From an optimization exercise on the open Yosys and OpenROAD flow, aimed at small area; shortcuts taken in it are not production practice. RTL that was checked went through simulation tests only; none was proved equivalent to the original. Only the layout flow was run in run 4; the RTL was not checked for function there. No activity file was given, so power comes from the tool's default toggle rates.

===== flow/config.mk =====
export PLATFORM = sky130hd
export DESIGN_NAME = reflow_link
export DESIGN_NICKNAME = reflow_link
export VERILOG_FILES = /design/flow/design.v
export SDC_FILE = /design/flow/constraint.sdc
export NUM_CORES = 4
export LEC_CHECK = 0
export CAP_MARGIN = 20
export CORE_MARGIN = 2
export CORE_UTILIZATION = 40
export PLACE_DENSITY = 0.6
export SLEW_MARGIN = 20

===== flow/constraint.sdc =====
create_clock -name core_clock -period 10.0 [get_ports {clk}]
set_input_delay 2.0000 -clock core_clock [delete_from_list [all_inputs] [get_ports {clk}]]
set_output_delay 2.0000 -clock core_clock [all_outputs]
set_load 0.01 [all_outputs]

===== flow/design.v =====
module reflow_link (
    input  wire        clk,
    input  wire        rst,
    input  wire        rx_valid,
    input  wire [7:0]  rx_data,
    output wire        rx_ready,
    input  wire        cmd_valid,
    input  wire [3:0]  cmd_op,
    input  wire [63:0] cmd_arg,
    output wire        cmd_ready,
    output wire        resp_valid,
    output wire [1:0]  resp_err,
    output wire [32:0] resp_data,
    output wire [6:0]  resp_count,
    output wire        tx_valid,
    output wire [7:0]  tx_data,
    output reg         telem_valid,
    output wire [7:0]  telem_mode,
    output wire [7:0]  telem_runmode,
    output wire [7:0]  telem_stage,
    output wire        telem_fan,
    output wire        telem_lamp,
    output wire [31:0] telem_temp1,
    output wire [31:0] telem_temp2,
    output wire [2:0]  telem_err
);
    localparam [3:0] OP_SENDMODE   = 4'd1;
    localparam [3:0] OP_SENDPROF   = 4'd2;
    localparam [3:0] OP_WCLEAR     = 4'd3;
    localparam [3:0] OP_WSNAP      = 4'd4;
    localparam [3:0] OP_SCUR       = 4'd5;
    localparam [3:0] OP_CONNECT    = 4'd6;
    localparam [3:0] OP_DISCONNECT = 4'd7;
    localparam [3:0] ST_SEEK1 = 4'd0;
    localparam [3:0] ST_SEEK2 = 4'd1;
    localparam [3:0] ST_LAST  = 4'd14;
    reg         link;
    reg  [3:0]  st;
    reg  [7:0]  f_mode, f_runmode, f_stage;
    reg         f_fan, f_lamp;
    reg  [31:0] f_t1;
    reg  [23:0] f_t2;
    reg         s_valid;
    reg  [7:0]  s_mode, s_runmode, s_stage;
    reg         s_fan, s_lamp;
    reg  [6:0]  wcnt;
    reg  [5:0]  hp;
    reg  [64*33-1:0] ring;
    reg         wpend;
    reg         pend;
    reg  [1:0]  r_err;
    reg         r_cnt, r_sess, r_wait;
    reg  [5:0]  idx;
    reg  [3:0]  tx_st;
    reg         tx_prof;
    reg  [63:0] tx_arg;
    wire tx_idle = (tx_st == 4'd0);
    assign cmd_ready = !pend && !wpend && tx_idle;
    wire cmd_fire = cmd_valid && cmd_ready;
    assign rx_ready  = !pend && !wpend && !cmd_fire;
    wire rx_fire  = rx_valid && rx_ready;
    wire op_conn = (cmd_op == OP_CONNECT) || (cmd_op == OP_DISCONNECT);
    wire op_send = (cmd_op == OP_SENDMODE) || (cmd_op == OP_SENDPROF);
    wire new_conn = cmd_fire && op_conn;
    wire wclear   = cmd_fire && (op_conn || cmd_op == OP_WCLEAR);
    wire rx_live = rx_fire && link;
    wire commit  = rx_live && (st == ST_LAST);
    always @(posedge clk) begin
        if (rst)
            link <= 1'b0;
        else if (new_conn)
            link <= (cmd_op == OP_CONNECT);
    end
    always @(posedge clk) begin
        if (rst || new_conn)
            st <= ST_SEEK1;
        else if (rx_live) begin
            case (st)
                ST_SEEK1: st <= (rx_data == 8'hFA) ? ST_SEEK2 : ST_SEEK1;
                ST_SEEK2: st <= (rx_data == 8'hAF) ? 4'd2 :
                                (rx_data == 8'hFA) ? ST_SEEK2 : ST_SEEK1;
                ST_LAST:  st <= ST_SEEK1;
                default:  st <= st + 4'd1;
            endcase
        end
    end
    always @(posedge clk) begin
        if (rx_live) begin
            case (st)
                4'd2, ST_LAST: f_mode <= rx_data;
                4'd3:  f_runmode     <= rx_data;
                4'd4:  f_stage       <= rx_data;
                4'd5:  f_fan         <= (rx_data != 8'd0);
                4'd6:  f_lamp        <= (rx_data != 8'd0);
                4'd7:  f_t1[7:0]     <= rx_data;
                4'd8:  f_t1[15:8]    <= rx_data;
                4'd9:  f_t1[23:16]   <= rx_data;
                4'd10: f_t1[31:24]   <= rx_data;
                4'd11: f_t2[7:0]     <= rx_data;
                4'd12: f_t2[15:8]    <= rx_data;
                4'd13: f_t2[23:16]   <= rx_data;
                default: ;
            endcase
        end
    end
    always @(posedge clk) begin
        if (rst || new_conn)
            s_valid <= 1'b0;
        else if (commit)
            s_valid <= 1'b1;
    end
    always @(posedge clk) begin
        if (commit) begin
            s_mode    <= f_mode;
            s_runmode <= f_runmode;
            s_stage   <= f_stage;
            s_fan     <= f_fan;
            s_lamp    <= f_lamp;
        end
    end
    always @(posedge clk) begin
        if (rst)
            telem_valid <= 1'b0;
        else
            telem_valid <= commit;
    end
    assign telem_mode    = s_mode;
    assign telem_runmode = s_runmode;
    assign telem_stage   = s_stage;
    assign telem_fan     = s_fan;
    assign telem_lamp    = s_lamp;
    assign telem_temp1   = f_t1;
    assign telem_temp2   = {f_mode, f_t2};
    assign telem_err     = {s_stage > 8'd5, s_runmode > 8'd2, s_mode > 8'd3};
    wire [32:0] sample = {1'b0, f_t1} + {1'b0, f_mode, f_t2};
    wire [5:0]  hsum   = hp + (wpend ? wcnt[5:0] : idx);
    wire        at0    = (hsum == 6'd0);
    wire        wr_hit = wpend && at0;
    wire        full   = wcnt[6];
    always @(posedge clk)
        ring <= {wr_hit ? sample : ring[32:0], ring[64*33-1:33]};
    always @(posedge clk)
        hp <= (wr_hit && full) ? 6'd0 : hp - 6'd1;
    always @(posedge clk) begin
        if (rst || wclear)
            wcnt <= 7'd0;
        else if (wr_hit && !full)
            wcnt <= wcnt + 7'd1;
    end
    always @(posedge clk) begin
        if (rst)
            wpend <= 1'b0;
        else if (commit)
            wpend <= 1'b1;
        else if (wr_hit)
            wpend <= 1'b0;
    end
    wire snap_in = ({1'b0, cmd_arg[7:0]} < {2'b00, wcnt});
    always @(posedge clk) begin
        if (cmd_fire) begin
            idx    <= cmd_arg[5:0];
            r_err  <= (op_send && !link) ? 2'd2 :
                      (cmd_op == 4'd0 || cmd_op[3]) ? 2'd3 : 2'd0;
            r_cnt  <= (cmd_op == OP_WSNAP);
            r_sess <= (cmd_op == OP_SCUR);
            r_wait <= (cmd_op == OP_WSNAP) && snap_in;
        end
    end
    assign resp_valid = pend && (!r_wait || at0);
    always @(posedge clk) begin
        if (rst)
            pend <= 1'b0;
        else if (cmd_fire)
            pend <= 1'b1;
        else if (resp_valid)
            pend <= 1'b0;
    end
    wire [26:0] sess_word = {1'b1, s_lamp, s_fan, s_stage, s_runmode, s_mode};
    assign resp_err   = r_err;
    assign resp_count = r_cnt ? wcnt : 7'd0;
    assign resp_data  = (r_wait ? ring[32:0] : 33'd0) |
                        {6'd0, (r_sess && s_valid) ? sess_word : 27'd0};
    always @(posedge clk) begin
        if (rst)
            tx_st <= 4'd0;
        else if (cmd_fire && link && op_send)
            tx_st <= 4'd1;
        else if (!tx_idle)
            tx_st <= (tx_st == (tx_prof ? 4'd11 : 4'd5)) ? 4'd0 : tx_st + 4'd1;
    end
    always @(posedge clk) begin
        if (cmd_fire)
            tx_prof <= cmd_op[1];
    end
    always @(posedge clk) begin
        if (cmd_fire)
            tx_arg <= {cmd_arg[39:32], cmd_arg[31:24], cmd_arg[23:16], cmd_arg[15:8],
                       cmd_arg[7:0],   cmd_arg[63:56], cmd_arg[55:48], cmd_arg[47:40]};
        else
            tx_arg <= {tx_arg[7:0], tx_arg[63:8]};
    end
    assign tx_valid = !tx_idle;
    assign tx_data  = (tx_st == 4'd1) ? 8'hFA :
                      (tx_st == 4'd2) ? 8'hAF :
                      (tx_st == 4'd3) ? {6'd0, tx_prof, !tx_prof} :
                      tx_arg[7:0];
endmodule

===== flow/run.sh =====
#!/bin/bash
# synth_recipe.tcl (not shown) runs the flow's synth.tcl, then flattens the netlist and writes it again
# the make line also repeats each setting of config.mk as NAME=value (left out here)
make -C /OpenROAD-flow-scripts/flow DESIGN_CONFIG=/design/flow/config.mk WORK_HOME=/design/flow/orfs CLKGATE_MAP_FILE= SYNTH_SCRIPT=/design/flow/synth_recipe.tcl finish

==> impl_metrics.xml, run 1 <==
<?xml version="1.0" encoding="UTF-8"?>
<metrics>
  <group name="outcome">
    <metric name="run_status" unit="">complete, no violations</metric>
  </group>
  <group name="route">
    <metric name="detail-route-antenna-nets" unit="">0</metric>
    <metric name="viasPerCell" unit="">4.106</metric>
    <metric name="finalWirelength" unit="um">84310</metric>
    <metric name="post_drt_wl_per_cell" unit="um">15.47</metric>
    <metric name="dr.pass1.iters" unit="">5</metric>
    <metric name="remaining_drcs" unit="">0</metric>
    <metric name="drtIter0Drc" unit="">1418</metric>
    <metric name="via_count" unit="">22370</metric>
  </group>
  <group name="synth">
    <metric name="flop_and_latch_count_out_of_synthesis" unit="">2322</metric>
    <metric name="postSynthAreaPerCell" unit="um2">16.70</metric>
    <metric name="syn-cell-area" unit="mm2">0.05240</metric>
    <metric name="synth_top_flop_cell" unit="">dfxtp_1</metric>
    <metric name="synth-edff-count" unit="">120</metric>
    <metric name="mappedNetlistNets" unit="">3273</metric>
    <metric name="synthCells" unit="">3138</metric>
    <metric name="post_synth_main_area_contributors" unit="">dfxtp_1 (84%), edfxtp_1 (6.9%), nand2_1 (1.9%), ha_1 (1.3%), o21ai_0 (0.51%)</metric>
    <metric name="synth-warning-count" unit="">1</metric>
    <metric name="post-synth-top-area-fraction" unit="%">84.13</metric>
    <metric name="post_synth_cell_types" unit="">66</metric>
    <metric name="post-synth-top-area-cell" unit="">dfxtp_1</metric>
    <metric name="synth.yosys.seq_area_share" unit="%">91.00</metric>
    <metric name="fraction_of_registers_with_async_set_or_reset_after_synthesis" unit="%">0</metric>
  </group>
  <group name="grt">
    <metric name="global_route.usage.total" unit="%">12.57</metric>
    <metric name="grt_pass1_vias" unit="">21730</metric>
    <metric name="busiest_grt_layer" unit="">met1</metric>
    <metric name="grtUsageMet1" unit="%">18.77</metric>
    <metric name="antenna_violations_before_repair" unit="">12</metric>
    <metric name="use_met2" unit="%">16.27</metric>
    <metric name="grt_max_degree" unit="">79</metric>
    <metric name="grt_pass1_wl" unit="um">127600</metric>
    <metric name="globalRoute.totalOverflow" unit="">0</metric>
    <metric name="met3_usage" unit="%">4.833</metric>
  </group>
  <group name="cts">
    <metric name="clockRootBuffer" unit="">clkbuf_16</metric>
    <metric name="clock_insertion_delay_worst_skew" unit="ns">0.80</metric>
    <metric name="clock_sink_total" unit="">2322</metric>
    <metric name="post_cts_hold_buffer_count" unit="">0</metric>
    <metric name="cts_post_setup_buffers_inserted" unit="">0</metric>
    <metric name="htree_num_levels" unit="">4</metric>
    <metric name="worst_setup_hold_path_clk_slew" unit="ns">0.07</metric>
    <metric name="clock_path_buffers" unit="">3</metric>
    <metric name="cts-resized-gates" unit="">0</metric>
    <metric name="cts_made_buffers" unit="">197</metric>
    <metric name="tritoncts" unit="">yes</metric>
  </group>
  <group name="sta">
    <metric name="skew" unit="ns">0.04637</metric>
    <metric name="finalHoldViolations" unit="">0</metric>
    <metric name="setup_repair_after_global_routing_missed_its_margin" unit="">false</metric>
    <metric name="hold_ws" unit="ns">0.2914</metric>
    <metric name="max_freq" unit="MHz">153.3</metric>
    <metric name="setup-violations-final" unit="">0</metric>
    <metric name="post_route_setup_tns" unit="ns">0</metric>
    <metric name="slew_headroom" unit="%">42.55</metric>
    <metric name="period_needed" unit="ns">6.522</metric>
    <metric name="final-max-slew-violation-count" unit="">0</metric>
    <metric name="tightest_slew" unit="ns">0.8608</metric>
    <metric name="min_period_over_period" unit="%">65.22</metric>
  </group>
  <group name="placement">
    <metric name="buffer_ports.inserted" unit="">227</metric>
    <metric name="place.gp.congestion" unit="">0.7942</metric>
    <metric name="placement.cell_area" unit="mm2">0.05681</metric>
    <metric name="detailed_place_hpwl" unit="um">55100</metric>
    <metric name="dp.cells" unit="">5078</metric>
  </group>
  <group name="cells_and_area">
    <metric name="flow.area_growth_from_synthesis" unit="%">21.30</metric>
    <metric name="mostFrequentLayoutCell" unit="">dfxtp_1</metric>
    <metric name="finalInstanceArea" unit="mm2">0.06356</metric>
    <metric name="n_fill_cell" unit="">10940</metric>
    <metric name="layout.cells.non_filler" unit="">5448</metric>
    <metric name="drive_gt1_share" unit="%">9.452</metric>
    <metric name="mostFrequentLayoutCells" unit="">dfxtp_1 (2202), nand2_1 (268), clkdlybuf4s50_1 (227), clkbuf_16 (199), edfxtp_1 (120)</metric>
    <metric name="post-route-util" unit="%">48.96</metric>
    <metric name="fin_nets" unit="">3670</metric>
  </group>
  <group name="floorplan">
    <metric name="design.core.area" unit="mm2">0.1298</metric>
    <metric name="die_width" unit="um">365.9</metric>
    <metric name="site_rows" unit="">132</metric>
    <metric name="floorplan.initialDensity" unit="%">40.37</metric>
    <metric name="fp.dieH" unit="um">365.9</metric>
    <metric name="design.die.area" unit="mm2">0.1339</metric>
    <metric name="design.portCount" unit="">228</metric>
  </group>
  <group name="worst_setup_path">
    <metric name="cp.required" unit="ns">8.00</metric>
    <metric name="reg2reg_setup_slack" unit="ns">5.78</metric>
    <metric name="path_max_fanout" unit="">12</metric>
    <metric name="r2r_cells" unit="">11</metric>
    <metric name="cp-start-kind" unit="">flip-flop</metric>
    <metric name="worstSetupEndpointType" unit="">primary output</metric>
    <metric name="path_class" unit="">reg -&gt; out</metric>
    <metric name="arrival_time_at_the_worst_endpoint" unit="ns">4.52</metric>
  </group>
  <group name="min_path">
    <metric name="hold_depth" unit="">0</metric>
    <metric name="hold_path.class" unit="">reg -&gt; reg</metric>
  </group>
  <group name="pwr">
    <metric name="p_leak" unit="nW">25.24</metric>
    <metric name="peak_ir_drop_on_the_vdd_network" unit="mV">0.1571</metric>
    <metric name="pwr_density_cell" unit="mW/mm2">273.6</metric>
  </group>
  <group name="job">
    <metric name="timing.max_cap.violations" unit="">0</metric>
  </group>
</metrics>
## report_power, final
part	internal, mW	total [mW]	leakage [nW]	switching (mW)
registers	9.42	9.46	18.8	0.0381
clock network	4.37	7.62	3.31	3.25
logic	0.135	0.316	3.08	0.181
## layout make-up
type / count / area [um2] / area share, %
Timing Repair Buffer: 239 / 2382 / 3.748
Clock inverter: 77 / 984.7 / 1.549
Tap cell: 1742 / 2180 / 3.429
Sequential cell: 2322 / 47690 / 75.02
Antenna cell: 3 / 7.507 / 0.01181
Multi-Input combinational cell: 751 / 4479 / 7.047
Clock buffer: 290 / 5752 / 9.049
Inverter: 24 / 90.09 / 0.1417
## Yosys cell counts, types with 3 or more instances
cell type / n
mux2_2: 5
a21o_1: 20
nor3_1: 20
nor4_1: 8
a21oi_1: 46
and3_1: 14
a211oi_1: 6
nand2_1: 269
nor2_1: 55
xor2_1: 18
mux2i_1: 5
inv_1: 24
a22o_1: 26
a31oi_1: 5
o2111ai_1: 3
o31ai_1: 4
nand2b_1: 4
xnor2_1: 25
o21bai_1: 3
and2_1: 18
dfxtp_1: 2202
clkbuf_1: 34
o21a_1: 3
or2_2: 3
o211ai_1: 3
nor2b_1: 6
buf_1: 3
nand4_1: 9
a21boi_0: 6
ha_1: 53
o21ai_0: 53
nand3_1: 20
buf_2: 4
edfxtp_1: 120
## logic make-up (layout without fill, tap and decap cells)
family | Yosys count | count (layout) | synth area share (%)
other | 0 | 3 | 0
adder cells (fa/ha/maj) | 56 | 56 | 1.361
AO/OA/AOI/OAI | 199 | 199 | 2.533
buffers and inverters | 65 | 630 | 0.4752
AND/OR/NAND/NOR | 443 | 443 | 3.706
flip-flops | 2322 | 2322 | 91.00
XOR/XNOR | 43 | 43 | 0.7187
multiplexers | 10 | 10 | 0.2030
## registers in the layout, indices dropped and copies added (netlist names), 24 cells and up
signal,count
f_t1,32
ring,2112
f_t2,24
tx_arg,64
## through the flow
step,power (mW),worst slack [ns]
after floorplan,9.823,5.042
after global placement,9.978,3.998
after detailed placement,9.983,4.017
after CTS,17.60,3.327
after global routing,18.02,3.127
final,17.39,3.478
## worst max-delay path: stages (launching register included)
cell	delay [ns]
dfxtp_1	0.69
mux2_2	0.41
ha_1	0.20
fa_1	0.41
a211oi_1	0.26
xor2_1	0.17
nand3_1	0.14
a2111oi_4	0.42
nand2_1	0.17
a21boi_0	0.24
clkdlybuf4s50_1	0.61
## final timing paths
kind         startpoint    endpoint
min reg2reg   ring[278]   ring[245]
min           ring[278]   ring[245]
max               wpend  resp_valid
max reg2reg       wpend  ring[2106]
## metal layers
metal  wire [um]  part of all wire [%]  vias to the layer above
li1            -                     -                    10970
met1       42860                    51                    10610
met2       31760                    38                      659
met3        7879                   9.3                      137
met4        1809                   2.1                        0
met5           0                     0                        -
==> inputs of run 2 (changes only) <==
--- a/flow/config.mk
+++ b/flow/config.mk
@@ -7,6 +7,9 @@
 export LEC_CHECK = 0
 export CAP_MARGIN = 20
 export CORE_MARGIN = 2
-export CORE_UTILIZATION = 40
-export PLACE_DENSITY = 0.6
+export CORE_UTILIZATION = 60
+export CTS_BUF_LIST = sky130_fd_sc_hd__clkbuf_8
+export CTS_CLUSTER_DIAMETER = 40
+export CTS_CLUSTER_SIZE = 20
+export PLACE_DENSITY = 0.75
 export SLEW_MARGIN = 20
==> run 2 against run 1 <==
Effect of this change: still clean on timing, DRC and antenna; synthesized cell count did not move; global-route usage up 6.0 points; via count down 2.0%; clock skew grew 0.024 ns; final cell count down 12%; flip-flop and latch count is the same; setup slack improved by 0.024 ns; register-to-register slack better by 0.14 ns; total power decreased by 15%; core utilization up 20 points; count of clock-buffer cells in the layout down 109; die area decreased by 33%; largest cell class unchanged.
==> impl_metrics.xml, run 2 <==
<?xml version="1.0" encoding="UTF-8"?>
<metrics>
  <group name="outcome">
    <metric name="run_status" unit="">complete, no violations</metric>
  </group>
  <group name="route">
    <metric name="finalWirelength" unit="um">82370</metric>
    <metric name="via_count" unit="">21920</metric>
    <metric name="detail-route-antenna-nets" unit="">0</metric>
    <metric name="remaining_drcs" unit="">0</metric>
    <metric name="viasPerCell" unit="">4.589</metric>
    <metric name="post_drt_wl_per_cell" unit="um">17.24</metric>
    <metric name="drtIter0Drc" unit="">1534</metric>
    <metric name="dr.pass1.iters" unit="">5</metric>
  </group>
  <group name="cts">
    <metric name="htree_num_levels" unit="">4</metric>
    <metric name="cts_made_buffers" unit="">168</metric>
    <metric name="cts-resized-gates" unit="">0</metric>
    <metric name="tritoncts" unit="">yes</metric>
    <metric name="clockRootBuffer" unit="">clkbuf_8</metric>
    <metric name="post_cts_hold_buffer_count" unit="">0</metric>
    <metric name="worst_setup_hold_path_clk_slew" unit="ns">0.10</metric>
    <metric name="clock_path_buffers" unit="">3</metric>
    <metric name="clock_insertion_delay_worst_skew" unit="ns">0.86</metric>
    <metric name="cts_post_setup_buffers_inserted" unit="">0</metric>
    <metric name="clock_sink_total" unit="">2322</metric>
  </group>
  <group name="min_path">
    <metric name="min-delay-start" unit="">ring[2111]</metric>
    <metric name="holdPathEnd" unit="">ring[2078]</metric>
    <metric name="hold_path.class" unit="">reg -&gt; reg</metric>
    <metric name="hold_depth" unit="">0</metric>
  </group>
  <group name="placement">
    <metric name="detailedPlace.worstSlack" unit="ns">3.699</metric>
    <metric name="detailed_place_hpwl" unit="um">52190</metric>
    <metric name="buffer_ports.inserted" unit="">227</metric>
    <metric name="place.gp.congestion" unit="">0.8374</metric>
  </group>
  <group name="floorplan">
    <metric name="design.die.area" unit="mm2">0.08971</metric>
    <metric name="fp.dieH" unit="um">299.5</metric>
    <metric name="design.core.area" unit="mm2">0.08662</metric>
    <metric name="floorplan.initialDensity" unit="%">60.50</metric>
    <metric name="die_width" unit="um">299.5</metric>
    <metric name="site_rows" unit="">108</metric>
    <metric name="design.portCount" unit="">228</metric>
  </group>
  <group name="grt">
    <metric name="met3_usage" unit="%">5.827</metric>
    <metric name="global_route.usage.total" unit="%">18.52</metric>
    <metric name="grtUsageMet1" unit="%">27.13</metric>
    <metric name="grt_max_degree" unit="">69</metric>
    <metric name="use_met2" unit="%">26.18</metric>
    <metric name="grt_pass1_vias" unit="">21770</metric>
    <metric name="grt_pass1_wl" unit="um">124300</metric>
    <metric name="globalRoute.totalOverflow" unit="">0</metric>
    <metric name="busiest_grt_layer" unit="">met1</metric>
    <metric name="antenna_violations_before_repair" unit="">8</metric>
  </group>
  <group name="sta">
    <metric name="max_freq" unit="MHz">153.9</metric>
    <metric name="tightest_slew" unit="ns">1.104</metric>
    <metric name="skew" unit="ns">0.07075</metric>
    <metric name="post_route_setup_tns" unit="ns">0</metric>
    <metric name="finalHoldViolations" unit="">0</metric>
    <metric name="post-route-worst-setup-slack" unit="ns">3.502</metric>
    <metric name="setup-violations-final" unit="">0</metric>
    <metric name="slew_headroom" unit="%">25.74</metric>
    <metric name="setup_repair_after_global_routing_missed_its_margin" unit="">false</metric>
    <metric name="min_period_over_period" unit="%">64.98</metric>
    <metric name="final-max-slew-violation-count" unit="">0</metric>
    <metric name="period_needed" unit="ns">6.498</metric>
  </group>
  <group name="worst_setup_path">
    <metric name="setup.worst_path.start" unit="">wpend</metric>
    <metric name="cp.required" unit="ns">8.00</metric>
    <metric name="crit_path_max_incr_delay" unit="ns">0.63</metric>
    <metric name="critical_path.reg2reg.endpoint" unit="">ring[2108]</metric>
    <metric name="reg2reg_from" unit="">wpend</metric>
    <metric name="path_max_fanout" unit="">12</metric>
    <metric name="path_class" unit="">reg -&gt; out</metric>
    <metric name="worstSetupEndpointType" unit="">primary output</metric>
    <metric name="timing.critical_path.cells" unit="">mux2_2 &gt; ha_1 &gt; fa_1 &gt; a211oi_1 &gt; xor2_1 &gt; nand3_1 &gt; a2111oi_4 &gt; nand2_1 &gt; a21boi_0 &gt; clkdlybuf4s50_1</metric>
    <metric name="reg2reg_setup_slack" unit="ns">5.92</metric>
    <metric name="arrival_time_at_the_worst_endpoint" unit="ns">4.50</metric>
    <metric name="r2r_cells" unit="">11</metric>
    <metric name="cp-start-kind" unit="">flip-flop</metric>
    <metric name="critPathSlowestCell" unit="">dfxtp_1</metric>
  </group>
  <group name="synth">
    <metric name="synth_top_flop_cell" unit="">dfxtp_1</metric>
    <metric name="fraction_of_registers_with_async_set_or_reset_after_synthesis" unit="%">0</metric>
    <metric name="post_synth_main_area_contributors" unit="">dfxtp_1 (84%), edfxtp_1 (6.9%), nand2_1 (1.9%), ha_1 (1.3%), o21ai_0 (0.51%)</metric>
    <metric name="flop_and_latch_count_out_of_synthesis" unit="">2322</metric>
    <metric name="synth.yosys.seq_area_share" unit="%">91.00</metric>
    <metric name="yosys-top-cells-count" unit="">dfxtp_1 (2202), nand2_1 (269), edfxtp_1 (120), nor2_1 (55)</metric>
    <metric name="post_synth_cell_types" unit="">66</metric>
    <metric name="yosysMostFrequentCell" unit="">dfxtp_1</metric>
    <metric name="mappedNetlistNets" unit="">3273</metric>
    <metric name="synth-edff-count" unit="">120</metric>
    <metric name="post-synth-top-area-cell" unit="">dfxtp_1</metric>
    <metric name="postSynthAreaPerCell" unit="um2">16.70</metric>
    <metric name="synth-warning-count" unit="">1</metric>
    <metric name="syn-cell-area" unit="mm2">0.05240</metric>
    <metric name="synthCells" unit="">3138</metric>
    <metric name="post-synth-top-area-fraction" unit="%">84.13</metric>
  </group>
  <group name="cells_and_area">
    <metric name="post-route-util" unit="%">68.85</metric>
    <metric name="layout_top_registers" unit="">ring: 2112 flops, tx_arg: 64 flops, f_t1: 32 flops</metric>
    <metric name="fin_nets" unit="">3637</metric>
    <metric name="drive_gt1_share" unit="%">8.315</metric>
    <metric name="n_fill_cell" unit="">5555</metric>
    <metric name="mostFrequentLayoutCells" unit="">dfxtp_1 (2202), nand2_1 (268), clkdlybuf4s50_1 (227), clkbuf_8 (181), edfxtp_1 (120)</metric>
    <metric name="largest_reg_flops" unit="">2112</metric>
    <metric name="top_register" unit="">ring</metric>
    <metric name="mostFrequentLayoutCell" unit="">dfxtp_1</metric>
    <metric name="flow.area_growth_from_synthesis" unit="%">13.81</metric>
  </group>
  <group name="pwr">
    <metric name="pwr_density_cell" unit="mW/mm2">247.4</metric>
    <metric name="peak_ir_drop_on_the_vdd_network" unit="mV">0.1894</metric>
    <metric name="p_leak" unit="nW">23.76</metric>
  </group>
  <group name="job">
    <metric name="timing.max_cap.violations" unit="">0</metric>
  </group>
</metrics>
run 2: cell counts after synthesis:
Identical to the previous run, type by type.
run 2: area by class of cell:
type,instances,area (um2),share of cell area [%]
diodes,2,5.005,0.008392
clock buffers,181,2491,4.177
clock inverters,107,1107,1.857
inverters,24,90.09,0.1511
multi-input cells,751,4479,7.511
flip-flops and latches,2322,47690,79.96
well taps,1155,1445,2.423
repair buffers,235,2332,3.911
run 2: through the flow:
step	std cells	area, um2	hold slack, ns	total power, mW
global placement	4487	56030	0.3097	9.967
CTS	4775	59630	0.2613	14.88
detailed placement	4487	56030	0.3121	9.975
global route	4776	59630	0.2691	15.28
floorplan	3138	52400	0.3096	9.823
finish	4777	59640	0.2678	14.75
run 2: kinds of logic (layout without fill, tap and decap cells):
| kind of cell | count (synthesis) | count (layout) | synth area share (%) |
|---|---|---|---|
| compound gates | 199 | 199 | 2.533 |
| other cells | 0 | 2 | 0 |
| flops | 2322 | 2322 | 91.00 |
| xor+xnor | 43 | 43 | 0.7187 |
| buf+inv | 65 | 547 | 0.4752 |
| mux | 10 | 10 | 0.2030 |
| simple gates | 443 | 443 | 3.706 |
| fa+ha+maj | 56 | 56 | 1.361 |
run 2: critical path: cells and delay by family, from the launching register on:
kind / cells / cell delay (ns)
AO/OA/AOI/OAI: 3 / 1.00
flip-flops: 1 / 0.63
adder cells (fa/ha/maj): 2 / 0.61
buffers and inverters: 1 / 0.60
multiplexers: 1 / 0.40
AND/OR/NAND/NOR: 2 / 0.27
XOR/XNOR: 1 / 0.18
run 2: power by group:
part           total, mW  leakage [nW]  switching, mW  internal (mW)
Combinational      0.310          3.07          0.177          0.132
Sequential          9.45          18.8         0.0391           9.41
Clock               4.99          1.85           2.99           2.00
run 2: how the worst max path moves through the flow:
stage,to,slack [ns],cells after the start
after CTS,resp_valid,3.42,10
after global routing,resp_valid,3.24,10
final,resp_valid,3.50,10
after detailed placement,rx_ready,3.70,6
after global placement,rx_ready,3.68,6
after floorplan,rx_ready,5.04,4
run 2: layer usage:
layer	vias up	share of wire (%)
li1	10840	-
met1	10350	49
met2	572	41
met3	153	7.3
met4	10	2.4
met5	-	0.069
==> inputs of run 3 (changes only) <==
--- a/flow/config.mk
+++ b/flow/config.mk
@@ -8,8 +8,8 @@
 export CAP_MARGIN = 20
 export CORE_MARGIN = 2
 export CORE_UTILIZATION = 60
-export CTS_BUF_LIST = sky130_fd_sc_hd__clkbuf_8
-export CTS_CLUSTER_DIAMETER = 40
-export CTS_CLUSTER_SIZE = 20
+export CTS_BUF_LIST = sky130_fd_sc_hd__clkbuf_16
+export CTS_CLUSTER_DIAMETER = 50
+export CTS_CLUSTER_SIZE = 40
 export PLACE_DENSITY = 0.75
 export SLEW_MARGIN = 20
==> run 3 against run 2 <==
Effect of this change: hold slack improved by 0.027 ns; wire length increased by 5.5%; total power increased by 8.7%; setup slack improved by 0.073 ns; die area unchanged.
==> impl_metrics.xml, run 3 <==
<?xml version="1.0" encoding="UTF-8"?>
<metrics>
  <group name="worst_setup_path">
    <metric name="path_class" unit="">reg -&gt; out</metric>
    <metric name="cp-start-kind" unit="">flip-flop</metric>
    <metric name="timing.critical_path.cells" unit="">mux2_2 &gt; ha_1 &gt; fa_1 &gt; a211oi_1 &gt; xor2_1 &gt; nand3_1 &gt; a2111oi_4 &gt; nand2_1 &gt; a21boi_0 &gt; clkdlybuf4s50_1</metric>
    <metric name="arrival_time_at_the_worst_endpoint" unit="ns">4.42</metric>
    <metric name="reg2reg_setup_slack" unit="ns">5.82</metric>
    <metric name="crit_path_max_incr_delay" unit="ns">0.63</metric>
    <metric name="r2r_cells" unit="">11</metric>
    <metric name="worstSetupEndpointType" unit="">primary output</metric>
    <metric name="setup.worst_path.start" unit="">wpend</metric>
    <metric name="endpoint" unit="">resp_valid</metric>
    <metric name="cp.required" unit="ns">8.00</metric>
    <metric name="critical_path.reg2reg.endpoint" unit="">ring[2108]</metric>
    <metric name="path_max_fanout" unit="">12</metric>
    <metric name="reg2reg_from" unit="">wpend</metric>
    <metric name="critPathSlowestCell" unit="">dfxtp_1</metric>
  </group>
  <group name="route">
    <metric name="post_drt_wl_per_cell" unit="um">18.35</metric>
    <metric name="drtIter0Drc" unit="">1587</metric>
    <metric name="detail-route-antenna-nets" unit="">0</metric>
    <metric name="dr.pass1.iters" unit="">5</metric>
    <metric name="remaining_drcs" unit="">0</metric>
    <metric name="viasPerCell" unit="">4.657</metric>
    <metric name="finalWirelength" unit="um">86890</metric>
    <metric name="via_count" unit="">22050</metric>
  </group>
  <group name="synth">
    <metric name="synth-edff-count" unit="">120</metric>
    <metric name="synthCells" unit="">3138</metric>
    <metric name="yosysMostFrequentCell" unit="">dfxtp_1</metric>
    <metric name="post-synth-top-area-cell" unit="">dfxtp_1</metric>
    <metric name="post_synth_cell_types" unit="">66</metric>
    <metric name="fraction_of_registers_with_async_set_or_reset_after_synthesis" unit="%">0</metric>
    <metric name="post_synth_main_area_contributors" unit="">dfxtp_1 (84%), edfxtp_1 (6.9%), nand2_1 (1.9%), ha_1 (1.3%), o21ai_0 (0.51%)</metric>
    <metric name="synth.yosys.seq_area_share" unit="%">91.00</metric>
    <metric name="postSynthAreaPerCell" unit="um2">16.70</metric>
    <metric name="syn-cell-area" unit="mm2">0.05240</metric>
    <metric name="synth_top_flop_cell" unit="">dfxtp_1</metric>
    <metric name="yosys-top-cells-count" unit="">dfxtp_1 (2202), nand2_1 (269), edfxtp_1 (120), nor2_1 (55)</metric>
    <metric name="flop_and_latch_count_out_of_synthesis" unit="">2322</metric>
    <metric name="synth-warning-count" unit="">1</metric>
    <metric name="mappedNetlistNets" unit="">3273</metric>
    <metric name="post-synth-top-area-fraction" unit="%">84.13</metric>
  </group>
  <group name="placement">
    <metric name="detailedPlace.worstSlack" unit="ns">3.699</metric>
    <metric name="buffer_ports.inserted" unit="">227</metric>
    <metric name="place.gp.congestion" unit="">0.8374</metric>
    <metric name="detailed_place_hpwl" unit="um">52190</metric>
    <metric name="dp.cells" unit="">4487</metric>
    <metric name="placement.cell_area" unit="mm2">0.05603</metric>
  </group>
  <group name="cells_and_area">
    <metric name="mostFrequentLayoutCell" unit="">dfxtp_1</metric>
    <metric name="fin_nets" unit="">3601</metric>
    <metric name="layout_top_registers" unit="">ring: 2112 flops, tx_arg: 64 flops, f_t1: 32 flops</metric>
    <metric name="layout.cells.non_filler" unit="">4735</metric>
    <metric name="top_register" unit="">ring</metric>
    <metric name="largest_reg_flops" unit="">2112</metric>
    <metric name="post-route-util" unit="%">70.44</metric>
    <metric name="drive_gt1_share" unit="%">7.241</metric>
    <metric name="finalInstanceArea" unit="mm2">0.06101</metric>
    <metric name="n_fill_cell" unit="">5285</metric>
    <metric name="mostFrequentLayoutCells" unit="">dfxtp_1 (2202), nand2_1 (268), clkdlybuf4s50_1 (227), clkbuf_16 (137), edfxtp_1 (120)</metric>
    <metric name="flow.area_growth_from_synthesis" unit="%">16.44</metric>
  </group>
  <group name="sta">
    <metric name="post-route-worst-setup-slack" unit="ns">3.575</metric>
    <metric name="min_period_over_period" unit="%">64.25</metric>
    <metric name="skew" unit="ns">0.04316</metric>
    <metric name="setup-violations-final" unit="">0</metric>
    <metric name="post_route_setup_tns" unit="ns">0</metric>
    <metric name="max_freq" unit="MHz">155.6</metric>
    <metric name="period_needed" unit="ns">6.425</metric>
    <metric name="final-max-slew-violation-count" unit="">0</metric>
    <metric name="finalHoldViolations" unit="">0</metric>
    <metric name="setup_repair_after_global_routing_missed_its_margin" unit="">false</metric>
    <metric name="hold_ws" unit="ns">0.2948</metric>
    <metric name="tightest_slew" unit="ns">1.035</metric>
    <metric name="slew_headroom" unit="%">30.37</metric>
  </group>
  <group name="floorplan">
    <metric name="design.die.area" unit="mm2">0.08971</metric>
    <metric name="floorplan.initialDensity" unit="%">60.50</metric>
    <metric name="design.portCount" unit="">228</metric>
    <metric name="design.core.area" unit="mm2">0.08662</metric>
    <metric name="fp.dieH" unit="um">299.5</metric>
    <metric name="site_rows" unit="">108</metric>
    <metric name="die_width" unit="um">299.5</metric>
  </group>
  <group name="pwr">
    <metric name="p_leak" unit="nW">24.30</metric>
    <metric name="peak_ir_drop_on_the_vdd_network" unit="mV">0.2108</metric>
    <metric name="pwr_density_cell" unit="mW/mm2">262.9</metric>
    <metric name="post-layout-total-power" unit="mW">16.04</metric>
  </group>
  <group name="cts">
    <metric name="htree_num_levels" unit="">4</metric>
    <metric name="worst_setup_hold_path_clk_slew" unit="ns">0.10</metric>
    <metric name="cts-resized-gates" unit="">0</metric>
    <metric name="post_cts_hold_buffer_count" unit="">0</metric>
    <metric name="clock_insertion_delay_worst_skew" unit="ns">0.76</metric>
    <metric name="clock_path_buffers" unit="">3</metric>
    <metric name="clock_sink_total" unit="">2322</metric>
    <metric name="cts_post_setup_buffers_inserted" unit="">0</metric>
    <metric name="clockRootBuffer" unit="">clkbuf_16</metric>
    <metric name="tritoncts" unit="">yes</metric>
    <metric name="cts_made_buffers" unit="">132</metric>
  </group>
  <group name="grt">
    <metric name="grt_pass1_vias" unit="">22260</metric>
    <metric name="antenna_violations_before_repair" unit="">10</metric>
    <metric name="global_route.usage.total" unit="%">19.66</metric>
    <metric name="grt_max_degree" unit="">69</metric>
    <metric name="grt_pass1_wl" unit="um">131400</metric>
    <metric name="globalRoute.totalOverflow" unit="">0</metric>
  </group>
  <group name="min_path">
    <metric name="hold_path.class" unit="">reg -&gt; reg</metric>
  </group>
  <group name="outcome">
    <metric name="run_status" unit="">complete, no violations</metric>
  </group>
  <group name="job">
    <metric name="timing.max_cap.violations" unit="">0</metric>
  </group>
</metrics>
run 3: final cells by class:
cell class | instances | area (um2) | share of cell area, %
well taps | 1155 | 1445 | 2.369
multi-input cells | 751 | 4479 | 7.341
diodes | 3 | 7.507 | 0.01230
clock inverters | 108 | 1545 | 2.533
repair buffers | 235 | 2332 | 3.822
flip-flops and latches | 2322 | 47690 | 78.16
inverters | 24 | 90.09 | 0.1476
clock buffers | 137 | 3428 | 5.619
run 3: cells by family after synthesis:
family	after synthesis	synth area share, %
AOI/OAI and AO/OA	199	2.533
xor gates and xnor gates	43	0.7187
adders and majority gates	56	1.361
buffers and inverters	65	0.4752
DFF	2322	91.00
muxes	10	0.2030
and+or+nand+nor	443	3.706
run 3: per-layer routing:
metal  vias to the layer above  share of wire (%)  GRT usage [%]
li1                      10810                  -              -
met1                     10470                 47          28.14
met2                       617                 43          28.79
met3                       146                7.7          5.972
met4                        10                2.4          6.560
met5                         -              0.070              0
run 3: worst min path at each step:
stage	from	end	slack, ns	cells past startpoint
finish	ring[1912]	ring[1879]	0.29	0
global route	ring[1640]	ring[1607]	0.29	0
CTS	ring[1640]	ring[1607]	0.29	0
detailed placement	ring[1128]	ring[1095]	0.31	0
global placement	ring[888]	ring[855]	0.31	0
floorplan	ring[33]	ring[0]	0.31	0
run 3: power by group:
group	switching (mW)	internal (mW)	total [mW]
Combinational	0.180	0.132	0.313
Clock	3.34	2.94	6.28
Sequential	0.0398	9.41	9.45
Total	3.56	12.5	16.0
run 3: worst max-delay path, delay by kind of cell (launching register included):
family | cells | cell delay [ns]
compound gates | 3 | 1.01
fa+ha+maj | 2 | 0.61
simple gates | 2 | 0.27
mux | 1 | 0.40
flops | 1 | 0.63
xor+xnor | 1 | 0.18
buf+inv | 1 | 0.61
==> inputs of run 4 (changes only) <==
--- a/flow/design.v
+++ b/flow/design.v
@@ -132,7 +132,19 @@
     assign telem_temp1   = f_t1;
     assign telem_temp2   = {f_mode, f_t2};
     assign telem_err     = {s_stage > 8'd5, s_runmode > 8'd2, s_mode > 8'd3};
-    wire [32:0] sample = {1'b0, f_t1} + {1'b0, f_mode, f_t2};
+    wire [31:0] add_a = f_t1;
+    wire [31:0] add_b = {f_mode, f_t2};
+    wire [32:0] add_c;
+    wire [31:0] add_s;
+    assign add_c[0] = 1'b0;
+    genvar gi;
+    generate
+        for (gi = 0; gi < 32; gi = gi + 1) begin : g_add
+            assign add_s[gi]   = add_a[gi] ^ add_b[gi] ^ add_c[gi];
+            assign add_c[gi+1] = (add_a[gi] & add_b[gi]) | (add_c[gi] & (add_a[gi] ^ add_b[gi]));
+        end
+    endgenerate
+    wire [32:0] sample = {add_c[32], add_s};
     wire [5:0]  hsum   = hp + (wpend ? wcnt[5:0] : idx);
     wire        at0    = (hsum == 6'd0);
     wire        wr_hit = wpend && at0;
==> flow/flow/run.sh (new file) <==
#!/bin/bash
# Standard ORFS layout (the standard.sh) with two changes:
#  - ports are buffered with sky130_fd_sc_hd__buf_1 instead of the resizer's default choice;
#  - clock tree synthesis runs without dummy loads.
# All tool output goes to make.log in the work folder (ORFS keeps per-step logs under orfs/logs).
set -euo pipefail
export BUFFER_PORTS_ARGS="-buffer_cell sky130_fd_sc_hd__buf_1"
export CTS_ARGS="-sink_clustering_enable -repair_clock_nets -dont_use_dummy_load -buf_list sky130_fd_sc_hd__clkbuf_8 -sink_clustering_size 20 -sink_clustering_max_diameter 40"
bash standard.sh > make.log 2>&1
==> flow/standard.sh (new file) <==
#!/bin/bash
# synth_recipe.tcl (not shown) runs the flow's synth.tcl, then flattens the netlist and writes it again
# the make line also repeats each setting of config.mk as NAME=value (left out here)
make -C /OpenROAD-flow-scripts/flow DESIGN_CONFIG=/design/flow/config.mk WORK_HOME=/design/flow/orfs CLKGATE_MAP_FILE= SYNTH_SCRIPT=/design/flow/synth_recipe.tcl "${@:-finish}"
--- a/flow/config.mk
+++ b/flow/config.mk
@@ -8,8 +8,8 @@
 export CAP_MARGIN = 20
 export CORE_MARGIN = 2
 export CORE_UTILIZATION = 60
-export CTS_BUF_LIST = sky130_fd_sc_hd__clkbuf_16
-export CTS_CLUSTER_DIAMETER = 50
-export CTS_CLUSTER_SIZE = 40
+export CTS_BUF_LIST = sky130_fd_sc_hd__clkbuf_8
+export CTS_CLUSTER_DIAMETER = 40
+export CTS_CLUSTER_SIZE = 20
 export PLACE_DENSITY = 0.75
 export SLEW_MARGIN = 20
removed: flow/run.sh
==> run 4 against run 3 <==
Effect of this change: the layout now fails its checks (setup timing); fmax fell by 46%; sequential share of layout area rose by 6.5 points; clock power fell by 36%; register-to-register slack got worse by 7.7 ns; setup slack got worse by 5.4 ns; synthesized cell count fell by 7.6%; die area fell by 1.7%; critical path type is now reg -> reg; largest power group unchanged.
==> impl_metrics.xml, run 4 <==
<?xml version="1.0" encoding="UTF-8"?>
<metrics>
  <group name="outcome">
    <metric name="run_status" unit="">complete, but fails checks</metric>
    <metric name="check-failures" unit="">setup timing</metric>
  </group>
  <group name="worst_setup_path">
    <metric name="critPathSlowestCell" unit="">fa_2</metric>
    <metric name="cp-start-kind" unit="">flip-flop</metric>
    <metric name="path_max_fanout" unit="">2</metric>
    <metric name="crit_path_max_incr_delay" unit="ns">0.43</metric>
    <metric name="arrival_time_at_the_worst_endpoint" unit="ns">12.63</metric>
    <metric name="cp_common_cell" unit="">fa_2</metric>
    <metric name="reg2reg_setup_slack" unit="ns">-1.86</metric>
    <metric name="worstSetupEndpointType" unit="">flip-flop</metric>
    <metric name="cp.required" unit="ns">10.77</metric>
    <metric name="reg2reg_from" unit="">f_t1[0]</metric>
    <metric name="path_class" unit="">reg -&gt; reg</metric>
    <metric name="r2r_cells" unit="">36</metric>
    <metric name="critical_path.reg2reg.endpoint" unit="">ring[2110]</metric>
  </group>
  <group name="cts">
    <metric name="htree_num_levels" unit="">4</metric>
    <metric name="post_cts_hold_buffer_count" unit="">0</metric>
    <metric name="cts_post_setup_buffers_inserted" unit="">0</metric>
    <metric name="clockRootBuffer" unit="">clkbuf_8</metric>
    <metric name="worst_setup_hold_path_clk_slew" unit="ns">0.11</metric>
    <metric name="clock_path_buffers" unit="">3</metric>
    <metric name="clock_insertion_delay_worst_skew" unit="ns">0.82</metric>
    <metric name="tritoncts" unit="">yes</metric>
    <metric name="clock_sink_total" unit="">2322</metric>
    <metric name="cts_made_buffers" unit="">170</metric>
  </group>
  <group name="synth">
    <metric name="synth-edff-count" unit="">120</metric>
    <metric name="synth.yosys.seq_area_share" unit="%">92.57</metric>
    <metric name="mappedNetlistNets" unit="">3034</metric>
    <metric name="synth-warning-count" unit="">1</metric>
    <metric name="fraction_of_registers_with_async_set_or_reset_after_synthesis" unit="%">0</metric>
    <metric name="post_synth_cell_types" unit="">60</metric>
    <metric name="synthCells" unit="">2900</metric>
    <metric name="synth_top_flop_cell" unit="">dfxtp_1</metric>
    <metric name="post_synth_main_area_contributors" unit="">dfxtp_1 (86%), edfxtp_1 (7.0%), nand2_1 (1.5%), fa_1 (1.2%), ha_1 (0.53%)</metric>
    <metric name="yosys-top-cells-count" unit="">dfxtp_1 (2202), nand2_1 (211), edfxtp_1 (120), nor2_1 (34), fa_1 (32)</metric>
    <metric name="yosysMostFrequentCell" unit="">dfxtp_1</metric>
    <metric name="flop_and_latch_count_out_of_synthesis" unit="">2322</metric>
    <metric name="post-synth-top-area-cell" unit="">dfxtp_1</metric>
    <metric name="postSynthAreaPerCell" unit="um2">17.76</metric>
    <metric name="post-synth-top-area-fraction" unit="%">85.57</metric>
    <metric name="syn-cell-area" unit="mm2">0.05152</metric>
  </group>
  <group name="floorplan">
    <metric name="design.portCount" unit="">228</metric>
    <metric name="site_rows" unit="">107</metric>
    <metric name="design.die.area" unit="mm2">0.08822</metric>
    <metric name="die_width" unit="um">297.0</metric>
    <metric name="fp.dieH" unit="um">297.0</metric>
    <metric name="floorplan.initialDensity" unit="%">60.50</metric>
    <metric name="design.core.area" unit="mm2">0.08515</metric>
  </group>
  <group name="sta">
    <metric name="skew" unit="ns">0.1149</metric>
    <metric name="finalHoldViolations" unit="">0</metric>
    <metric name="max_freq" unit="MHz">84.34</metric>
    <metric name="post-route-worst-setup-slack" unit="ns">-1.857</metric>
    <metric name="min_period_over_period" unit="%">118.6</metric>
    <metric name="final-max-slew-violation-count" unit="">0</metric>
    <metric name="setup-violations-final" unit="">8</metric>
    <metric name="slew_headroom" unit="%">35.95</metric>
    <metric name="setup_repair_after_global_routing_missed_its_margin" unit="">true</metric>
    <metric name="period_needed" unit="ns">11.86</metric>
    <metric name="tightest_slew" unit="ns">0.9608</metric>
  </group>
  <group name="grt">
    <metric name="antenna_violations_before_repair" unit="">4</metric>
    <metric name="global_route.usage.total" unit="%">18.07</metric>
    <metric name="grt_max_degree" unit="">80</metric>
    <metric name="grt_pass1_wl" unit="um">122100</metric>
    <metric name="globalRoute.totalOverflow" unit="">0</metric>
    <metric name="grt_pass1_vias" unit="">21370</metric>
  </group>
  <group name="placement">
    <metric name="detailed_place_hpwl" unit="um">47910</metric>
    <metric name="buffer_ports.inserted" unit="">227</metric>
    <metric name="place.gp.congestion" unit="">0.8486</metric>
    <metric name="placement.cell_area" unit="mm2">0.05400</metric>
  </group>
  <group name="min_path">
    <metric name="min-delay-start" unit="">ring[39]</metric>
    <metric name="holdPathEnd" unit="">ring[6]</metric>
    <metric name="hold_depth" unit="">0</metric>
    <metric name="hold_path.class" unit="">reg -&gt; reg</metric>
  </group>
  <group name="pwr">
    <metric name="post-layout-total-power" unit="mW">13.85</metric>
    <metric name="p_leak" unit="nW">22.30</metric>
    <metric name="peak_ir_drop_on_the_vdd_network" unit="mV">0.1424</metric>
    <metric name="pwr_density_cell" unit="mW/mm2">245.7</metric>
  </group>
  <group name="route">
    <metric name="post_drt_wl_per_cell" unit="um">17.57</metric>
    <metric name="drtIter0Drc" unit="">1253</metric>
    <metric name="finalWirelength" unit="um">78100</metric>
    <metric name="remaining_drcs" unit="">0</metric>
    <metric name="dr.pass1.iters" unit="">5</metric>
    <metric name="detail-route-antenna-nets" unit="">0</metric>
    <metric name="via_count" unit="">20180</metric>
    <metric name="viasPerCell" unit="">4.542</metric>
  </group>
  <group name="cells_and_area">
    <metric name="multi_input_comb_area" unit="mm2">0.003692</metric>
    <metric name="layout_top_registers" unit="">ring: 2112 flops, tx_arg: 64 flops, f_t1: 32 flops</metric>
    <metric name="mostFrequentLayoutCell" unit="">dfxtp_1</metric>
    <metric name="drive_gt1_share" unit="%">8.551</metric>
    <metric name="largest_reg_flops" unit="">2112</metric>
    <metric name="fin_nets" unit="">3434</metric>
    <metric name="top_register" unit="">ring</metric>
    <metric name="mostFrequentLayoutCells" unit="">dfxtp_1 (2202), buf_1 (227), nand2_1 (211), clkbuf_8 (170), edfxtp_1 (120)</metric>
    <metric name="finalInstanceArea" unit="mm2">0.05635</metric>
    <metric name="n_fill_cell" unit="">5659</metric>
    <metric name="flow.area_growth_from_synthesis" unit="%">9.387</metric>
    <metric name="flip_flop_and_latch_area" unit="mm2">0.04769</metric>
  </group>
  <group name="job">
    <metric name="timing.max_cap.violations" unit="">0</metric>
  </group>
</metrics>
[run 4: changes by cell type after synthesis, moves of 14 or more]
cell	before	now
a21oi_1	46	16
xnor2_1	25	9
o21ai_0	53	17
clkbuf_1	34	20
ha_1	53	22
nand2_1	269	211
nor3_1	20	5
fa_1	2	32
mux2_2	5	22
xor2_1	18	3
a21o_1	20	5
nor2_1	55	34
[run 4: cell type report]
cell class                 instances  area share [%]
timing repair buffer             258           1.925
clock buffer                     170           4.152
multi-input combinational        518           6.552
antenna                            2        0.008881
tap                             1144           2.540
inverter                          30          0.1998
sequential                      2322           84.62
[run 4: timing repair]
item                       4_1_cts  5_1_grt
gates resized for setup          6        0
setup endpoints to repair        8        8
pin swaps                        1        0
[run 4: power by group]
group | internal (mW) | switching, mW
Clock | 1.52 | 2.52
Sequential | 9.42 | 0.0531
Combinational | 0.115 | 0.220
Total | 11.1 | 2.79
[run 4: how the worst max path moves through the flow]
stage	start	to	slack (ns)	cells past startpoint
after global routing	f_t2[0]	ring[2110]	-2.08	36
after CTS	f_t1[0]	ring[2110]	-1.87	36
final	f_t1[0]	ring[2110]	-1.86	36
after floorplan	f_t2[0]	ring[2110]	-1.35	36
after detailed placement	f_t1[0]	ring[2110]	-1.97	36
after global placement	f_t2[0]	ring[2110]	-1.95	36
[run 4: worst max-delay path: cells and delay by family, from the launching register on]
| kind | cells | cell delay [ns] |
|---|---|---|
| fa+ha+maj | 32 | 11.21 |
| compound gates | 1 | 0.13 |
| flops | 1 | 0.41 |
| buf+inv | 3 | 0.16 |
[run 4: kinds of logic (layout without fill, tap and decap cells)]
logic type,Yosys count,after routing,share of synthesized area (%)
flops,2322,2322,92.57
simple gates,321,321,2.708
compound gates,95,95,1.397
buf+inv,60,458,0.4785
fa+ha+maj,54,54,1.778
mux,36,36,0.8695
xor+xnor,12,12,0.2040
other cells,0,2,0
[run 4: metal layers]
metal,wire [um],global-route usage (%),vias to the layer above
li1,-,-,9861
met1,37620,26.02,9606
met4,2160,7.071,0
met3,5264,4.915,151
met5,0,0,-
met2,33050,26.26,566
[run 4: metrics by stage]
stage	TNS (ns)	util, %	setup slack [ns]	cells	hold slack [ns]
floorplan	-5.133	-	-1.348	2900	0.3096
global placement	-8.545	63.42	-1.947	4272	0.3098
detailed placement	-9.135	63.42	-1.972	4272	0.3121
CTS	-8.724	66.18	-1.866	4442	0.2484
global route	-10.17	66.18	-2.085	4444	0.2446
finish	-8.587	66.18	-1.857	4444	0.2440
==> inputs of run 5 (changes only) <==
--- a/flow/design.v
+++ b/flow/design.v
@@ -44,7 +44,7 @@
     reg  [7:0]  s_mode, s_runmode, s_stage;
     reg         s_fan, s_lamp;
     reg  [6:0]  wcnt;
-    reg  [5:0]  hp;
+    reg  [5:0]  q;
     reg  [64*33-1:0] ring;
     reg         wpend;
     reg         pend;
@@ -136,23 +136,26 @@
     wire [31:0] add_b = {f_mode, f_t2};
     wire [32:0] add_c;
     wire [31:0] add_s;
-    assign add_c[0] = 1'b0;
+    reg         c16;
+    always @(posedge clk)
+        c16 <= add_c[16];
     genvar gi;
     generate
         for (gi = 0; gi < 32; gi = gi + 1) begin : g_add
-            assign add_s[gi]   = add_a[gi] ^ add_b[gi] ^ add_c[gi];
-            assign add_c[gi+1] = (add_a[gi] & add_b[gi]) | (add_c[gi] & (add_a[gi] ^ add_b[gi]));
+            wire cin = (gi == 16) ? c16 : add_c[gi];
+            assign add_s[gi]   = add_a[gi] ^ add_b[gi] ^ cin;
+            assign add_c[gi+1] = (add_a[gi] & add_b[gi]) | (cin & (add_a[gi] ^ add_b[gi]));
         end
     endgenerate
+    assign add_c[0] = 1'b0;
     wire [32:0] sample = {add_c[32], add_s};
-    wire [5:0]  hsum   = hp + (wpend ? wcnt[5:0] : idx);
-    wire        at0    = (hsum == 6'd0);
+    wire        at0    = (q == (wpend ? wcnt[5:0] : idx));
     wire        wr_hit = wpend && at0;
     wire        full   = wcnt[6];
     always @(posedge clk)
         ring <= {wr_hit ? sample : ring[32:0], ring[64*33-1:33]};
     always @(posedge clk)
-        hp <= (wr_hit && full) ? 6'd0 : hp - 6'd1;
+        q <= (wr_hit && full) ? 6'd0 : q + 6'd1;
     always @(posedge clk) begin
         if (rst || wclear)
             wcnt <= 7'd0;
==> flow/flow/run.sh (replaced) <==
#!/bin/bash
# Standard ORFS layout (the standard.sh) with two changes:
#  - ports are buffered with sky130_fd_sc_hd__buf_1 instead of the resizer's default choice;
#  - clock tree synthesis runs without dummy loads.
# All tool output goes to make.log in the work folder (ORFS keeps per-step logs under orfs/logs).
set -euo pipefail
export BUFFER_PORTS_ARGS="-buffer_cell sky130_fd_sc_hd__buf_1"
export CTS_ARGS="-sink_clustering_enable -repair_clock_nets -dont_use_dummy_load -buf_list sky130_fd_sc_hd__clkbuf_4 -sink_clustering_size 10 -sink_clustering_max_diameter 30"
bash standard.sh > make.log 2>&1
==> run 5 against run 4 <==
Effect of this change: die area down 0.50%; final cell count rose by 2.4%; non-clock buffer count decreased by 17; critical endpoint unchanged; flip-flop and latch count grew 1; core utilization fell by 0.40 points; largest power group unchanged; synthesized cell count fell by 0.38%; combinational power decreased by 22%; the run now finishes clean; register-to-register slack improved by 4.8 ns; wire length fell by 4.3%.
==> impl_metrics.xml, run 5 <==
<?xml version="1.0" encoding="UTF-8"?>
<metrics>
  <group name="outcome">
    <metric name="run_status" unit="">complete, no violations</metric>
  </group>
  <group name="grt">
    <metric name="grt_pass1_wl" unit="um">117100</metric>
    <metric name="global_route.usage.total" unit="%">17.48</metric>
    <metric name="grt_pass1_vias" unit="">21650</metric>
    <metric name="antenna_violations_before_repair" unit="">8</metric>
    <metric name="grt_max_degree" unit="">83</metric>
    <metric name="globalRoute.totalOverflow" unit="">0</metric>
  </group>
  <group name="worst_setup_path">
    <metric name="arrival_time_at_the_worst_endpoint" unit="ns">8.05</metric>
    <metric name="cp.required" unit="ns">10.95</metric>
    <metric name="cp_common_cell" unit="">fa_1</metric>
    <metric name="timing.critical_path.cells" unit="">fa_1 &gt; fa_1 &gt; fa_1 &gt; fa_1 &gt; fa_1 &gt; fa_1 &gt; fa_1 &gt; fa_1 &gt; fa_1 &gt; fa_1 &gt; fa_1 &gt; fa_1 &gt; fa_1 &gt; inv_1 &gt; fa_1 &gt; inv_1 &gt; fa_1 &gt; inv_1 &gt; fa_1 &gt; o21ai_0</metric>
    <metric name="crit_path_max_incr_delay" unit="ns">0.49</metric>
    <metric name="path_max_fanout" unit="">2</metric>
    <metric name="critPathSlowestCell" unit="">fa_1</metric>
    <metric name="crit_family" unit="">adder cells</metric>
    <metric name="path_class" unit="">reg -&gt; reg</metric>
    <metric name="critical_path.reg2reg.endpoint" unit="">ring[2110]</metric>
    <metric name="cp-start-kind" unit="">flip-flop</metric>
    <metric name="worstPathBufferInverterCount" unit="">3</metric>
    <metric name="r2r_cells" unit="">20</metric>
    <metric name="reg2reg_setup_slack" unit="ns">2.90</metric>
    <metric name="worstSetupEndpointType" unit="">flip-flop</metric>
    <metric name="reg2reg_from" unit="">f_t1[16]</metric>
  </group>
  <group name="pwr">
    <metric name="p_leak" unit="nW">22.22</metric>
    <metric name="peak_ir_drop_on_the_vdd_network" unit="mV">0.1215</metric>
    <metric name="pwr_density_cell" unit="mW/mm2">245.5</metric>
  </group>
  <group name="route">
    <metric name="via_count" unit="">20800</metric>
    <metric name="remaining_drcs" unit="">0</metric>
    <metric name="viasPerCell" unit="">4.569</metric>
    <metric name="finalWirelength" unit="um">74750</metric>
    <metric name="dr.pass1.iters" unit="">5</metric>
    <metric name="post_drt_wl_per_cell" unit="um">16.42</metric>
    <metric name="drtIter0Drc" unit="">1119</metric>
    <metric name="detail-route-antenna-nets" unit="">0</metric>
  </group>
  <group name="placement">
    <metric name="detailedPlace.worstSlack" unit="ns">2.889</metric>
    <metric name="buffer_ports.inserted" unit="">227</metric>
    <metric name="dp.cells" unit="">4242</metric>
    <metric name="detailed_place_hpwl" unit="um">46160</metric>
    <metric name="place.gp.congestion" unit="">0.8714</metric>
    <metric name="placement.cell_area" unit="mm2">0.05352</metric>
  </group>
  <group name="cells_and_area">
    <metric name="mostFrequentLayoutCell" unit="">dfxtp_1</metric>
    <metric name="post-route-util" unit="%">65.79</metric>
    <metric name="drive_gt1_share" unit="%">10.45</metric>
    <metric name="layout.cells.non_filler" unit="">4552</metric>
    <metric name="mostFrequentLayoutCells" unit="">dfxtp_1 (2203), clkbuf_4 (308), buf_1 (227), nand2_1 (216), edfxtp_1 (120)</metric>
    <metric name="layout_top_registers" unit="">ring: 2112 flops, tx_arg: 64 flops, f_t1: 32 flops</metric>
    <metric name="flow.area_growth_from_synthesis" unit="%">8.945</metric>
    <metric name="n_fill_cell" unit="">5751</metric>
    <metric name="fin_nets" unit="">3536</metric>
    <metric name="top_register" unit="">ring</metric>
    <metric name="largest_reg_flops" unit="">2112</metric>
    <metric name="finalInstanceArea" unit="mm2">0.05584</metric>
  </group>
  <group name="cts">
    <metric name="clock_path_buffers" unit="">4</metric>
    <metric name="tritoncts" unit="">yes</metric>
    <metric name="clockRootBuffer" unit="">clkbuf_4</metric>
    <metric name="worst_setup_hold_path_clk_slew" unit="ns">0.10</metric>
    <metric name="htree_num_levels" unit="">5</metric>
    <metric name="cts-resized-gates" unit="">0</metric>
    <metric name="post_cts_hold_buffer_count" unit="">0</metric>
    <metric name="cts_post_setup_buffers_inserted" unit="">0</metric>
    <metric name="clock_insertion_delay_worst_skew" unit="ns">1.12</metric>
    <metric name="cts_made_buffers" unit="">308</metric>
    <metric name="clock_sink_total" unit="">2323</metric>
  </group>
  <group name="synth">
    <metric name="postSynthAreaPerCell" unit="um2">17.74</metric>
    <metric name="mappedNetlistNets" unit="">3017</metric>
    <metric name="synth_top_flop_cell" unit="">dfxtp_1</metric>
    <metric name="yosys-top-cells-count" unit="">dfxtp_1 (2203), nand2_1 (216), edfxtp_1 (120), nor2_1 (36)</metric>
    <metric name="post-synth-top-area-cell" unit="">dfxtp_1</metric>
    <metric name="flop_and_latch_count_out_of_synthesis" unit="">2323</metric>
    <metric name="post-synth-top-area-fraction" unit="%">86.05</metric>
    <metric name="post_synth_main_area_contributors" unit="">dfxtp_1 (86%), edfxtp_1 (7.0%), nand2_1 (1.6%), fa_1 (1.2%), mux2_2 (0.62%)</metric>
    <metric name="post_synth_cell_types" unit="">46</metric>
    <metric name="fraction_of_registers_with_async_set_or_reset_after_synthesis" unit="%">0</metric>
    <metric name="synthCells" unit="">2889</metric>
    <metric name="yosysMostFrequentCell" unit="">dfxtp_1</metric>
    <metric name="syn-cell-area" unit="mm2">0.05125</metric>
    <metric name="synth.yosys.seq_area_share" unit="%">93.08</metric>
    <metric name="synth-edff-count" unit="">120</metric>
    <metric name="synth-warning-count" unit="">1</metric>
  </group>
  <group name="job">
    <metric name="timing.max_cap.violations" unit="">0</metric>
  </group>
  <group name="sta">
    <metric name="post-route-worst-setup-slack" unit="ns">2.904</metric>
    <metric name="post_route_setup_tns" unit="ns">0</metric>
    <metric name="setup-violations-final" unit="">0</metric>
    <metric name="slew_headroom" unit="%">28.43</metric>
    <metric name="max_freq" unit="MHz">140.9</metric>
    <metric name="period_needed" unit="ns">7.096</metric>
    <metric name="min_period_over_period" unit="%">70.96</metric>
    <metric name="skew" unit="ns">0.09283</metric>
    <metric name="final-max-slew-violation-count" unit="">0</metric>
    <metric name="finalHoldViolations" unit="">0</metric>
    <metric name="tightest_slew" unit="ns">1.070</metric>
    <metric name="setup_repair_after_global_routing_missed_its_margin" unit="">false</metric>
  </group>
  <group name="min_path">
    <metric name="min-delay-start" unit="">ring[1845]</metric>
    <metric name="hold_depth" unit="">0</metric>
    <metric name="holdPathEnd" unit="">ring[1812]</metric>
    <metric name="hold_path.class" unit="">reg -&gt; reg</metric>
  </group>
  <group name="floorplan">
    <metric name="design.portCount" unit="">228</metric>
    <metric name="design.die.area" unit="mm2">0.08778</metric>
    <metric name="design.core.area" unit="mm2">0.08488</metric>
    <metric name="fp.dieH" unit="um">296.3</metric>
    <metric name="die_width" unit="um">296.3</metric>
    <metric name="site_rows" unit="">107</metric>
    <metric name="floorplan.initialDensity" unit="%">60.39</metric>
  </group>
</metrics>
## run 5: cell types whose count changed after synthesis, moves of 5 or more
cell,delta
and3_1,-14
mux2_4,-12
mux2_2,+6
ha_1,-5
nand2_1,+5
## run 5: how the worst max path moves through the flow
stage,depth (start not counted),end,start
3_5_place_dp,20,ring[2110],f_t1[16]
5_1_grt,20,ring[2110],f_t1[16]
4_1_cts,20,ring[2110],f_t1[16]
2_1_floorplan,20,ring[2110],f_t1[16]
6_report,20,ring[2110],f_t1[16]
3_3_place_gp,20,ring[2110],f_t1[16]
## run 5: layout make-up
class	count	area (um2)	share of cell area, %
Sequential cell	2323	47710	85.44
Multi-Input combinational cell	502	3307	5.922
Clock buffer	308	2312	4.141
Tap cell	1144	1431	2.563
Timing Repair Buffer	241	957.2	1.714
Inverter	32	120.1	0.2151
Antenna cell	2	5.005	0.008963
## run 5: cell families after synthesis
group / Yosys count / synth area share (%)
flops: 2323 / 93.08
buf+inv: 64 / 0.4809
xor+xnor: 15 / 0.2563
compound gates: 87 / 1.184
simple gates: 318 / 2.644
fa+ha+maj: 48 / 1.626
mux: 34 / 0.7324
## run 5: per-layer routing
metal  GRT usage (%)  vias up  share of wire (%)
li1                -    10140                  -
met5               0        -                  0
met2           24.73      601                 42
met3           5.344      144                7.0
met4           7.095        0                2.0
met1           25.25     9914                 49
## run 5: power breakdown
group	internal (mW)	switching, mW
Combinational	0.0921	0.171
Clock	1.42	2.56
Sequential	9.42	0.0457
Total	10.9	2.78
## run 5: stage by stage
| stage | power (mW) | hold WS [ns] |
|---|---|---|
| final | 13.71 | 0.2404 |
| after global routing | 14.28 | 0.2461 |
| after CTS | 13.88 | 0.2372 |
| after detailed placement | 9.942 | 0.3121 |
| after global placement | 9.933 | 0.3109 |
| after floorplan | 9.834 | 0.3096 |

-- separate check: timing with driven ports --
The flow's constraints put no driver on any port. The routed layouts listed below were extracted and timed again, unchanged, in two steps.
Step 1 assumes that a clkbuf_16 drives the clock port and a buf_2 every other input.
Step 2, shift: input delay + t, output delay - t, t = (earliest + latest rising clock arrival at the registers) / 2. This alone moves slack from input paths to output paths.
Three values: no drivers, after step 1, after step 2; two values: the first two.
run | t, ns | setup slack, ns | worst hold slack (ns) | worst setup path at the end | latest minus earliest clock arrival (ns)
run 1 | 0.851 | 3.478 / 3.406 / 4.010 | 0.291 / 0.291 / 0.291 | input to output | 0.050 / 0.051
run 2 | 0.890 | 3.502 / 3.440 / 3.662 | 0.268 / 0.268 / 0.268 | input to output | 0.072 / 0.072
run 3 | 0.810 | 3.575 / 3.506 / 3.642 | 0.295 / 0.295 / 0.295 | input to output | 0.063 / 0.062
run 4 | 0.838 | -1.857 / -1.857 / -1.857 | 0.244 / 0.244 / 0.244 | register to register | 0.131 / 0.132
run 5 | 1.118 | 2.904 / 2.904 / 2.904 | 0.240 / 0.240 / 0.240 | register to register | 0.158 / 0.159
